This is an optimization exercise on Yosys and OpenROAD, whose aim is small area, a short achievable clock period and few clock cycles per item, not a production implementation. The RTL was checked by simulation tests, not by an equivalence proof against the original design. Power is estimated from default activity; no workload was simulated.

Design mnet_rxv, start of the top module:
module mnet_rxv (
    input  wire        clk,
    input  wire        rst,
    input  wire        key_wr,
    input  wire [2:0]  key_len,
    input  wire [47:0] key_data,
    input  wire        line_rx_valid,
    output wire        line_rx_ready,
    input  wire [7:0]  line_rx_data,
    input  wire        rx_obf,
    output wire        resp_valid,
    input  wire        resp_ready,
    output wire [7:0]  resp_data,
    output wire        resp_last
);
    localparam NB = 16;           
    localparam NS = 17;           
    localparam QD = 8;            
    localparam QA = 3;            
    localparam Q_OK  = 2'd0,
               Q_CRC = 2'd1,
               Q_BAD = 2'd2;
    integer k;
    genvar gb;
    reg [47:0] key;
    reg [2:0]  klen;
    always @(posedge clk) begin
        if (rst) begin
            klen <= 3'd0;
        end else if (key_wr && key_len >= 3'd3 && key_len <= 3'd6) begin
            klen <= key_len;
            key  <= key_data;
        end
    end
    reg       rdy_q;
    reg       i_v, s_v;
    reg [7:0] i_d, s_d;
    reg       i_o, s_o;
    reg       i_ff, i_01, i_04, i_00;
    wire      acc = line_rx_valid && rdy_q;
    wire      consume;
    assign line_rx_ready = rdy_q;
    wire [7:0] n_d = s_v ? s_d : line_rx_data;
    wire       n_o = s_v ? s_o : rx_obf;
    always @(posedge clk) begin
        if (rst) begin
            i_v   <= 1'b0;
            s_v   <= 1'b0;
            rdy_q <= 1'b0;
        end else begin
            if (!i_v || consume) begin
                i_d  <= n_d;
                i_o  <= n_o;
                i_ff <= (n_d == 8'hFF);
                i_01 <= (n_d == 8'h01);
                i_04 <= (n_d == 8'h04);
                i_00 <= (n_d == 8'h00);
                i_v  <= s_v || acc;
                s_v  <= s_v && acc;
            end else begin
                if (acc) s_v <= 1'b1;
            end
            if (acc && (s_v || (i_v && !consume))) begin
                s_d <= line_rx_data; s_o <= rx_obf;
            end
            rdy_q <= !((s_v && !(consume || !i_v)) || (acc && i_v && !consume) || (acc && s_v));
        end
    end
    reg [8:0] wc, cm, rc;
    reg [4:0] rdd;                
    reg       at_rc;              
    reg [4:0] ph;                 
    reg       room;               
    function [4:0] inc17(input [4:0] x);
        inc17 = (x == 5'd16) ? 5'd0 : x + 5'd1;
  ...
For scale: roughly 2600 flip-flops.
make LEC_CHECK=0 ABC_CLOCK_PERIOD_IN_PS=2400 CAP_MARGIN=20 CORE_MARGIN=2 CORE_UTILIZATION=65 CTS_CLUSTER_DIAMETER=100 CTS_CLUSTER_SIZE=30 SETUP_SLACK_MARGIN=2.7 SLEW_MARGIN=20 finish   # period 5.0 ns
run.sh (not shown) runs the stock make flow with config.mk's settings and CLKGATE_MAP_FILE= SYNTH_SCRIPT=/design/flow/synth_recipe.tcl, a recipe that flattens the netlist after the stock synthesis.
Testbench counts at the start, summed over its fixed seeds: cycles 16,123, items 192.
Then changed:
--- a/flow/design.v
+++ b/flow/design.v
@@ -327,14 +327,14 @@
     reg         rrem1;      
     reg         space;      
     reg         len_end;    
     wire        byp   = we && (wbk == rc[3:0]);
     wire [7:0]  rbyte = byp ? wbd : rring;
     wire        rzero = (rbyte == 8'h00);
-    reg       o_v, o_l;
-    reg [7:0] o_d;
+    reg       o_v, o_l, k_v, k_l;
+    reg [7:0] o_d, k_d;
     assign resp_valid = o_v;
     assign resp_data  = o_d;
     assign resp_last  = o_l;
     wire       r_stat  = ((rs == R_IDLE) || len_end) && sq_ne && space;
     wire       r_data  = (rs == R_DATA) && at_rc && space && !len_end;
     assign     sq_pop  = r_stat;
@@ -380,40 +380,28 @@
         end
     end
     wire       q_v = r_stat || r_data;
     wire [7:0] q_d = r_stat ? ((sq_head == Q_OK) ? 8'h00 : (sq_head == Q_CRC) ? 8'h03 : 8'h02)
                            : rbyte;
     wire       q_l = r_stat ? (sq_head != Q_OK) : d_last;
-    reg  [7:0] e_d0, e_d1;
-    reg        e_l0, e_l1;
-    reg        e_wp, e_rp;      
-    reg        e_2;             
     wire       drain = o_v && resp_ready;
-    wire       rp_n  = e_rp ^ drain;
-    wire [7:0] n_d0 = (q_v && !e_wp) ? q_d : e_d0;
-    wire [7:0] n_d1 = (q_v &&  e_wp) ? q_d : e_d1;
-    wire       n_l0 = (q_v && !e_wp) ? q_l : e_l0;
-    wire       n_l1 = (q_v &&  e_wp) ? q_l : e_l1;
-    wire       v_n   = q_v || (o_v && !drain) || e_2;
-    wire       two_n = (e_2 && !drain) || (q_v && o_v && !drain) || (q_v && e_2);
-    always @(posedge clk) begin
-        if (q_v && !e_wp) begin e_d0 <= q_d; e_l0 <= q_l; end
-        if (q_v &&  e_wp) begin e_d1 <= q_d; e_l1 <= q_l; end
-        o_d <= rp_n ? n_d1 : n_d0;
-        o_l <= rp_n ? n_l1 : n_l0;
-    end
+    wire       s0v = drain ? k_v : o_v;
+    wire       s1v = drain ? 1'b0 : k_v;
+    wire [7:0] s0d = drain ? k_d : o_d;
+    wire       s0l = drain ? k_l : o_l;
+    wire       nq_o = s0v || q_v;
+    wire       n_k = s1v || (s0v && q_v);
     always @(posedge clk) begin
         if (rst) begin
             o_v   <= 1'b0;
-            e_2   <= 1'b0;
-            e_wp  <= 1'b0;
-            e_rp  <= 1'b0;
+            k_v   <= 1'b0;
             space <= 1'b0;
         end else begin
-            o_v   <= v_n;
-            e_2   <= two_n;
-            e_wp  <= e_wp ^ q_v;
-            e_rp  <= rp_n;
-            space <= !two_n;
+            o_v <= nq_o;
+            k_v <= n_k;
+            if (s0v)      begin o_d <= s0d; o_l <= s0l; end
+            else if (q_v) begin o_d <= q_d; o_l <= q_l; end
+            if (!s1v && q_v) begin k_d <= q_d; k_l <= q_l; end
+            space <= drain ? !(k_v && q_v) : !(k_v || (o_v && q_v));
         end
     end
 endmodule
=> Sequential cell count falls by 11; clock power hardly moves; worst hold slack loses 17 ps; cell count shrinks by 0.55%; setup slack gains 120 ps; sequential share of layout area goes up by 0.50 points; via count fell by 1.4%; fmax went up by 5.4%; utilization went down by 0.54 points; first-iteration DRC count came out lower by 17%.
Testbench counts after the change, summed over its fixed seeds: cycles 16,123, items 192.

## separate check: timing with driven ports
No port has a modelled driver above. Below, the same layouts with a new extraction and two added sets of constraints.
Step 1 (the two cells are an assumption about what drives the block):
set clk [get_ports {clk}]
set_driving_cell -lib_cell sky130_fd_sc_hd__clkbuf_16 $clk
set_driving_cell -lib_cell sky130_fd_sc_hd__buf_2 [delete_from_list [all_inputs] $clk]
Step 2, shift: input delay + t, output delay - t, t = (earliest + latest rising clock arrival at the registers) / 2. This alone moves slack from input paths to output paths.
Slacks: ideal ports / drivers / drivers and shift; pairs: ideal ports / drivers.
run | t (ns) | slack for setup (ns) | worst hold slack (ns) | worst setup path at the end | pins driven straight from the clock port
the first run | 0.774 | 2.547 / 2.547 / 2.083 | 0.315 / 0.315 / 0.315 | input to register | 1
the second run | 0.776 | 2.672 / 2.603 / 2.062 | 0.298 / 0.298 / 0.298 | input to register | 1
After both steps every run listed still meets setup and hold. For the second run, which loses most, drivers alone change the setup slack by -0.069 ns; drivers and shift together by -0.610 ns.
